Background: an optimization exercise with open tools, aiming at small area and a short achievable clock period. Do not read the settings as production practice.
The RTL of this run was laid out without a check of its function.
Power figures rest on the tool's default switching activity, not on a simulated workload.

===== design.v =====
module glue_timer (
    input  wire       clk,
    input  wire       rst,         
    input  wire       wr_en,       
    input  wire [2:0] wr_off,      
    input  wire [7:0] wr_data,
    input  wire       tick,
    output wire [7:0] count,       
    output wire       irq
);
    reg [15:0] ticks;
    reg [7:0]  target;
    reg        paused;
    reg        irq_q;
    wire w_target = wr_en && wr_off == 3'd0;
    wire w_reset  = wr_en && wr_off == 3'd2;
    wire w_trig   = wr_en && wr_off == 3'd3;
    wire w_pause  = wr_en && wr_off == 3'd4;
    wire w_cont   = wr_en && wr_off == 3'd5;
    wire w_zero   = w_target || w_reset || w_trig;
    wire n_paused = w_pause || (paused && !(w_zero || w_cont));
    wire n_irq_w  = w_trig || (irq_q && !(w_target || w_reset || w_cont));
    wire do_tick  = tick && !n_paused;
    wire [15:0] t_inc;
    glue_inc #(.W(16), .G(4)) u_inc (.a(ticks), .ci(1'b1), .y(t_inc));
    wire        tz     = target == 8'd0;
    wire        fire_r = tz ? !t_inc[15] : (t_inc[7:0] == target);
    wire        wrap_r = fire_r && !tz;              
    wire        fire_z = w_target ? (wr_data[7:1] == 7'd0) : (target[7:1] == 7'd0);
    wire        one_z  = w_target ? (wr_data != 8'd1) : (target != 8'd1);
    always @(posedge clk) begin
        if (rst) begin
            ticks  <= 16'd0;
            target <= 8'd255;
            paused <= 1'b1;
            irq_q  <= 1'b0;
        end else begin
            if (w_target)
                target <= wr_data;
            paused <= n_paused;
            irq_q  <= n_irq_w || (do_tick && (w_zero ? fire_z : fire_r));
            if (w_zero)
                ticks <= {15'd0, do_tick && one_z};
            else if (do_tick)
                ticks <= wrap_r ? 16'd0 : t_inc;
        end
    end
    assign count = ticks[7:0];
    assign irq   = irq_q;
endmodule
module glue_inc #(
    parameter W = 16,
    parameter G = 4
) (
    input  wire [W-1:0] a,
    input  wire         ci,
    output wire [W-1:0] y
);
    localparam NG = (W + G - 1) / G;
    wire [NG-1:0] ones;      
    wire [NG-1:0] pg;        
    genvar g, i;
    generate
        for (g = 0; g < NG; g = g + 1) begin : grp
            if ((g + 1) * G <= W)
                assign ones[g] = &a[(g + 1) * G - 1 : g * G];
            else
                assign ones[g] = &a[W - 1 : g * G];
            if (g == 0)
                assign pg[g] = 1'b1;
            else
                assign pg[g] = &ones[g - 1 : 0];
        end
        for (i = 0; i < W; i = i + 1) begin : bits
            if (i % G == 0)
                assign y[i] = a[i] ^ (ci & pg[i / G]);
            else
                assign y[i] = a[i] ^ (ci & pg[i / G] & (&a[i - 1 : (i / G) * G]));
        end
    endgenerate
endmodule
module glue_disk (
    input  wire        clk,
    input  wire        rst,              
    input  wire        store_open,
    input  wire        store_writable,
    input  wire [40:0] store_size,
    input  wire        wr_en,            
    input  wire        rd_en,            
    input  wire [2:0]  off,              
    input  wire [7:0]  wr_data,
    output reg         status,           
    output reg         pos_in,           
    output wire [40:0] st_addr,
    output wire [7:0]  st_wdata
);
    localparam OK  = 1'b0;
    localparam NOK = 1'b1;
    reg [7:0]  param [0:3];
    reg [40:0] pos;
    wire [31:0] block    = {param[3], param[2], param[1], param[0]};
    wire [31:0] size_blk = store_size[40:9];
    wire        size_lo  = |store_size[8:0];
    wire        blk_gt, blk_lt;
    glue_cmp #(.W(32)) u_cmp (.a(block), .b(size_blk), .gt(blk_gt), .lt(blk_lt));
    wire        seek_le  = !blk_gt;
    wire        seek_lt  = blk_lt || (!blk_gt && size_lo);
    wire [40:0] cin_need = pos ^ store_size;
    wire [40:0] cout     = pos & ~store_size;
    wire        at_end   = cin_need[0] && !cout[40] &&
                           (cout[39:0] == cin_need[40:1]);
    wire is_data  = off == 3'd5;
    wire is_cmd   = off == 3'd0;
    wire data_rd  = rd_en && is_data;
    wire data_wr  = wr_en && is_data;
    wire xfer     = data_rd || data_wr;
    wire xfer_ok  = store_open && pos_in && (data_rd || store_writable);
    wire do_seek  = store_open && wr_en && is_cmd && wr_data == 8'h01;
    wire do_sel   = store_open && wr_en && is_cmd && wr_data == 8'h00;
    wire do_inc   = xfer && xfer_ok;
    wire [40:0] pos_add;
    glue_inc #(.W(41), .G(4)) u_inc (.a(pos), .ci(do_inc), .y(pos_add));
    assign st_addr  = pos;
    assign st_wdata = wr_data;
    always @(posedge clk) begin
        if (rst) begin
            status   <= store_open ? OK : NOK;
            param[0] <= 8'h00;
            param[1] <= 8'h00;
            param[2] <= 8'h00;
            param[3] <= 8'h00;
            pos      <= 41'd0;
            pos_in   <= |store_size;
        end else begin
            if (!store_open) begin
                if ((wr_en && off != 3'd6) || data_rd)
                    status <= NOK;
            end else if (do_sel) begin
                status <= OK;
            end else if (do_seek) begin
                status <= seek_le ? OK : NOK;
            end else if (xfer) begin
                status <= xfer_ok ? OK : NOK;
            end
            if (store_open && wr_en && off == 3'd1) param[0] <= wr_data;
            if (store_open && wr_en && off == 3'd2) param[1] <= wr_data;
            if (store_open && wr_en && off == 3'd3) param[2] <= wr_data;
            if (store_open && wr_en && off == 3'd4) param[3] <= wr_data;
            if (do_seek) begin
                pos    <= {block, 9'd0};
                pos_in <= seek_lt;
            end else begin
                pos    <= pos_add;
                if (do_inc)
                    pos_in <= !at_end;
            end
        end
    end
endmodule
module glue_cmp #(
    parameter W = 32
) (
    input  wire [W-1:0] a,
    input  wire [W-1:0] b,
    output wire         gt,
    output wire         lt
);
    reg [W-1:0] g, l;
    integer n, k;
    always @(*) begin
        g = a & ~b;
        l = ~a & b;
        for (n = W; n > 1; n = (n + 1) / 2)
            for (k = 0; k < (n + 1) / 2; k = k + 1)
                if (2 * k + 1 < n) begin
                    g[k] = g[2 * k + 1] | (!l[2 * k + 1] & g[2 * k]);
                    l[k] = l[2 * k + 1] | (!g[2 * k + 1] & l[2 * k]);
                end else begin
                    g[k] = g[2 * k];
                    l[k] = l[2 * k];
                end
    end
    assign gt = g[0];
    assign lt = l[0];
endmodule
module fuzix_glue (
    input  wire        clk,
    input  wire        rst,              
    input  wire        store_open,
    input  wire        store_writable,
    input  wire [40:0] store_size,
    input  wire        bus_valid,
    input  wire        bus_rd,           
    input  wire        bus_sync,         
    input  wire [15:0] bus_addr,
    input  wire [7:0]  bus_wdata,
    output reg         data_drive,       
    output reg  [7:0]  data_out,         
    input  wire        tick,
    output wire        irq,
    output wire        mem_re,
    output wire        mem_we,
    output wire [15:0] mem_addr,
    output wire [7:0]  mem_wdata,
    input  wire [7:0]  mem_rdata,
    output wire        st_re,
    output wire        st_we,
    output wire [40:0] st_addr,
    output wire [7:0]  st_wdata,
    input  wire [7:0]  st_rdata
);
    wire hi_fe   = bus_addr[15:8] == 8'hFE;
    wire in_disk  = hi_fe && bus_addr[7:3] == 5'b01100 && bus_addr[2:0] != 3'd7;
    wire in_timer = hi_fe && bus_addr[7:3] == 5'b10000 && !(bus_addr[2] && bus_addr[1]);
    wire in_mem   = !in_disk && !in_timer;
    wire [2:0] off = bus_addr[2:0];
    wire cyc = bus_valid && !rst;
    wire rd  = cyc && bus_rd;
    wire wr  = cyc && !bus_rd;
    wire pos_in;
    glue_strobe u_strobe (
        .rst            (rst),
        .bus_valid      (bus_valid),
        .bus_rd         (bus_rd),
        .bus_addr       (bus_addr),
        .store_open     (store_open),
        .store_writable (store_writable),
        .pos_in         (pos_in),
        .mem_re         (mem_re),
        .mem_we         (mem_we),
        .st_re          (st_re),
        .st_we          (st_we)
    );
    assign mem_addr  = bus_addr;
    assign mem_wdata = bus_wdata;
    wire [7:0] timer_count;
    glue_timer u_timer (
        .clk     (clk),
        .rst     (rst),
        .wr_en   (wr && in_timer),
        .wr_off  (off),
        .wr_data (bus_wdata),
        .tick    (tick),
        .count   (timer_count),
        .irq     (irq)
    );
    wire       disk_status;
    glue_disk u_disk (
        .clk            (clk),
        .rst            (rst),
        .store_open     (store_open),
        .store_writable (store_writable),
        .store_size     (store_size),
        .wr_en          (wr && in_disk),
        .rd_en          (rd && in_disk),
        .off            (off),
        .wr_data        (bus_wdata),
        .status         (disk_status),
        .pos_in         (pos_in),
        .st_addr        (st_addr),
        .st_wdata       (st_wdata)
    );
    reg [7:0] rdata;
    always @(*) begin
        if (in_disk) begin
            if (off == 3'd6)
                rdata = {7'd0, disk_status};
            else if (off == 3'd5 && store_open && pos_in)
                rdata = st_rdata;
            else
                rdata = 8'h00;
        end else if (in_timer)
            rdata = (off == 3'd1) ? timer_count : 8'h00;
        else
            rdata = mem_rdata;
    end
    always @(posedge clk) begin
        if (rst)
            data_drive <= 1'b0;
        else if (bus_valid)
            data_drive <= bus_rd;
        if (rd)
            data_out <= rdata;
    end
endmodule
module glue_strobe (
    input  wire        rst,
    input  wire        bus_valid,
    input  wire        bus_rd,
    input  wire [15:0] bus_addr,
    input  wire        store_open,
    input  wire        store_writable,
    input  wire        pos_in,
    output wire        mem_re,
    output wire        mem_we,
    output wire        st_re,
    output wire        st_we
);
    wire hi_fe    = bus_addr[15:8] == 8'hFE;
    wire in_disk  = hi_fe && bus_addr[7:3] == 5'b01100 && bus_addr[2:0] != 3'd7;
    wire in_timer = hi_fe && bus_addr[7:3] == 5'b10000 && !(bus_addr[2] && bus_addr[1]);
    wire is_data  = hi_fe && bus_addr[7:0] == 8'h65;
    wire cyc      = bus_valid && !rst;
    wire xfer     = cyc && is_data && store_open && pos_in;
    assign mem_re = cyc && bus_rd && !in_disk && !in_timer;
    assign mem_we = cyc && !bus_rd && !in_disk && !in_timer;
    assign st_re  = xfer && bus_rd;
    assign st_we  = xfer && !bus_rd && store_writable;
endmodule

===== flow/run.sh =====
#!/bin/bash
# Own flow: the standard layout (standard.sh, unchanged synthesis and
# steps), except that the port buffers are the small sky130_fd_sc_hd__buf_1
# instead of the default delay-cell buffer; repair_design/repair_timing
# resize them afterwards wherever timing or slew needs it.
set -euo pipefail
export BUFFER_PORTS_ARGS="-buffer_cell sky130_fd_sc_hd__buf_1"
bash standard.sh > standard.log 2>&1

===== standard.sh =====
#!/bin/bash
# synth_recipe.tcl (not shown) runs the flow's synth.tcl, then flattens the netlist and writes it again
# the make line also repeats each setting of config.mk as NAME=value (left out here)
make -C /OpenROAD-flow-scripts/flow DESIGN_CONFIG=/design/flow/config.mk WORK_HOME=/design/flow/orfs CLKGATE_MAP_FILE= SYNTH_SCRIPT=/design/flow/synth_recipe.tcl "${@:-finish}"

===== config.mk =====
export PLATFORM = sky130hd
export DESIGN_NAME = fuzix_glue
export DESIGN_NICKNAME = fuzix_glue
export VERILOG_FILES = /design/flow/design.v
export SDC_FILE = /design/flow/constraint.sdc
export NUM_CORES = 4
export LEC_CHECK = 0
export CAP_MARGIN = 20
export CORE_MARGIN = 2
export CORE_UTILIZATION = 50
export SETUP_SLACK_MARGIN = 1.8
export SLEW_MARGIN = 20

===== constraint.sdc =====
create_clock -name core_clock -period 4.5 [get_ports {clk}]
set_input_delay 0.9000 -clock core_clock [delete_from_list [all_inputs] [get_ports {clk}]]
set_output_delay 0.9000 -clock core_clock [all_outputs]
set_load 0.01 [all_outputs]

==> impl_metrics.yaml <==
worst_setup_path:
  path_delay_family: "simple AND/OR/NAND/NOR gates"
  cp.required_ns: 3.60
  startpoint_type: "input port"
  path_class: "input port to primary output"
  cpPeakStageDelay_ns: 0.26
  critPathCapture: "mem_re"
  r2r_start: "u_disk.pos[8]"
  r2r-end: "u_disk.pos[39]"
  cp-startpoint: "bus_addr[8]"
  reg2reg_slack_ns: 1.64
  crit_chain: "buf_1 > nand4b_1 > nor3_2 > nand2_2 > a31oi_4 > nor3_2 > buf_2"
  crit_buf_inv: 2
  arrival_ns: 2.13
  r2r.worst_path.cells: 9
  slowest_stage: "nand4b_1"
  cp.depth: 7
  path_max_fanout: 5
  end_kind: "primary output"
  crit_top_cell: "nor3_2"
floorplan:
  core_area_mm2: 0.01509
  start_util_pct: 50.93
  pin_count: 176
  row_count: 45
  die_h_um: 128.0
  die_w_um: 128.0
  die_area_mm2: 0.01638
worst_hold_path:
  hp-class: "flip-flop to flip-flop"
power:
  pwr-share-clk_pct: 40.6
  power.internal_mw: 1.492
  vdd_drop_max_uv: 196.5
  seq_power_share_pct: 48.6
  fin_total_pwr_mw: 2.046
  switching_share_pct: 27.08
  powerDensity_mw_per_mm2: 212.3
  p_switching_mw: 0.5541
  combPwrFrac_pct: 10.8
  leakagePower_nw: 4.042
timing:
  fin_crit_sh_pct: 67.36
  fin_skew_ns: 0.007856
  tightest_slew_ns: 0.9348
  fmax_mhz: 329.9
  hold_viol: 0
  finalSetupViolations: 0
  setup_tns_ns: 0
  min_period_ns: 3.031
  drv_slew: 0
  rsz0062_at_grt: "yes"
  worst_slew_margin_rel_pct: 37.68
global_routing:
  grt_antenna_before_repair: 0
  grt_pass1_wl_mm: 33.27
  grt_usage_pct: 26.27
  grt-ovfl-total: 0
  grt_pass1_vias: 6223
  grt_max_degree: 83
logic_synthesis:
  synth.cell_area_mm2: 0.007685
  syn-num-nets: 1067
  yosysWarnings: 5
  synth_edf_count: 10
  async_flop_share_pct: 0
  synth.distinct_cells: 68
  synthFlopType: "dfxtp_1"
  synth_area_per_cell_um2: 8.281
  ys_ff_latch: 110
  syn_inst: 928
  synth-seq-area-share_pct: 29.96
run_status:
  status: "no timing/DRC/antenna violations"
clock_network:
  clkTransAtPathRegs_ns: 0.07
  cts_buffers: 9
  cts_tree: "yes"
  cts_max_level: 3
  cts_sinks: 110
  clockBufferDepth: 2
  cts_root_buf: "clkbuf_16"
  clk_latency_ns: 0.37
drt:
  routed-via-count: 7232
  routed_wl_mm: 22.67
  vias_per_cell: 5.529
  route.antenna.remaining_nets: 0
  wire_per_inst_um: 17.33
  remaining_drc_errors: 0
  drtPass1Iterations: 8
  dr.first_iter.drc_count: 414
placed_design:
  io_buffers: 174
  post-dp-hpwl_mm: 16.42
  gp_congestion: 0.8580
finish:
  drive_gt1_share_pct: 16.70
  syn2layout_area_growth_pct: 25.45
  nNetsFinal: 1254
  layout_commonest_cell: "buf_1"
  final_cell_mix: "166 x buf_1, 100 x nor2_1, 99 x dfxtp_1, 56 x inv_1, 51 x xor2_1"
  diodes: 0
run:
  max-cap-violations: 0
==> tightest hold or removal path, cell delays in order (launching register included) <==
cell and delay, ns:
dfxtp_1 0.33, mux2i_1 0.06, nor2_1 0.07
==> through the flow <==
stage          utilization (%)  setup WS, ns  cell area [um2]  cells  hold slack (ns)
2_1_floorplan                -         1.590             7820    928           0.4531
3_3_place_gp             55.54        0.9323             8381   1240           0.4764
3_5_place_dp             55.54        0.8885             8381   1240           0.4790
4_1_cts                  58.71         1.559             8860   1268           0.4920
5_1_grt                  63.89         1.333             9641   1308           0.5187
6_report                 63.89         1.469             9641   1308           0.4919
==> kinds of logic after synthesis <==
group,Yosys count,share of synthesized area [%]
compound gates,150,13.42
xor+xnor,83,9.459
fa+ha+maj,67,10.35
buf+inv,123,7.815
flops,110,29.96
mux,33,4.298
simple gates,362,24.70
==> power by group through the flow <==
stage | clock (mW) | sequential [mW] | combinational, mW
after floorplan | 0 | 1.02 | 0.123
after global placement | 0 | 1.02 | 0.202
after detailed placement | 0 | 1.02 | 0.203
after CTS | 0.847 | 0.994 | 0.208
after global routing | 0.885 | 0.995 | 0.243
final | 0.830 | 0.994 | 0.222
==> what timing repair did <==
item                                    in CTS  in global routing
hold buffers                                 0                  0
pin swaps                                    6                 36
gates cloned                                 0                  5
endpoints found under the setup margin      81                 97
resized for setup                           27                 96
setup buffers                               12                 35
==> routing by layer <==
metal  global-route usage [%]  wire length [um]
met1                    35.81             10290
met2                    43.25             10870
met3                    4.508              1040
met4                    6.852               479
met5                        0                 0
==> cell usage after synthesis, types with 3 or more instances <==
library cell	number	area [um2]
nor3_1	15	75.07
dfxtp_1	100	2002
a211oi_1	29	217.7
nand3_1	30	150.1
a21oi_1	33	165.2
and2_1	9	56.30
nand4b_1	3	26.28
and3_1	19	118.9
edfxtp_1	10	300.3
buf_2	3	15.01
nand2_1	60	225.2
a21o_1	4	30.03
mux2i_1	33	330.3
o211ai_1	4	30.03
nor2_1	107	401.6
a22oi_1	5	37.54
nand3b_1	16	120.1
ha_1	50	625.6
a311oi_1	4	35.03
nor2b_1	18	112.6
o21a_1	3	22.52
or3_1	3	18.77
a31oi_1	9	56.30
inv_1	59	221.5
clkbuf_1	24	90.09
o21ai_0	29	145.1
o221ai_1	4	35.03
nor4_1	18	112.6
xnor2_1	32	280.3
nand2b_1	22	137.6
buf_4	36	270.3
nand4_1	20	125.1
maj3_1	17	170.2
o31ai_1	4	30.03
xor2_1	51	446.7
and4_1	4	35.03
==> sequential cells by signal (all words and copies together), names as in the netlist <==
| register | count |
|---|---|
| u_timer.paused | 1 |
| u_disk.pos_in | 1 |
| data_drive | 1 |
| u_timer.ticks | 16 |
| u_disk.pos | 41 |
| u_timer.target | 8 |
| u_disk.status | 1 |
| u_disk.param | 32 |
| u_timer.irq_q | 1 |
| data_out | 8 |
==> final cells by class <==
class / instances / area [um2]
Fill cell: 1375 / 5449
Multi-Input combinational cell: 696 / 5288
Sequential cell: 110 / 2303
Timing Repair Buffer: 239 / 1284
Clock buffer: 10 / 250.2
Tap cell: 188 / 235.2
Inverter: 59 / 229.0
Clock inverter: 6 / 51.30
==> how the worst min path moves through the flow <==
stage | to | startpoint | slack [ns] | cells after the start
2_1_floorplan | u_timer.ticks[11] | u_timer.ticks[11] | 0.45 | 2
3_3_place_gp | u_timer.ticks[14] | u_timer.ticks[14] | 0.48 | 2
3_5_place_dp | u_timer.ticks[11] | u_timer.ticks[11] | 0.48 | 2
4_1_cts | u_timer.ticks[11] | u_timer.ticks[11] | 0.49 | 2
5_1_grt | u_timer.ticks[14] | u_timer.ticks[14] | 0.52 | 2
6_report | data_drive | data_drive | 0.49 | 2

[separate check: timing with driven ports]
In the flow no input, the clock included, has a driving cell. The finished layout below was timed again as built, in two steps. Step 1: set_driving_cell puts a clkbuf_16 on clk and a buf_2 on each other input, an assumption about the parent block. Step 2 moves the port delays by t, midway between the first and last clock arrival at a register: inputs arrive t later, outputs are due t later. That takes back most of the time a late clock gives input paths. Three values: ideal ports, drivers, drivers and shift; two values: the first two.
shift t [ns]: 0.412
slack for setup (ns): 1.469 / 1.449 / 1.167
hold slack, ns: 0.492 / 0.492 / 0.492
clock arrival spread, ns: 0.009 / 0.008
slew at the worst register clock pin (ns): 0.08 / 0.08
After both steps this run still meets setup and hold. For this run, drivers alone change the setup slack by -0.020 ns; drivers and shift together by -0.302 ns.
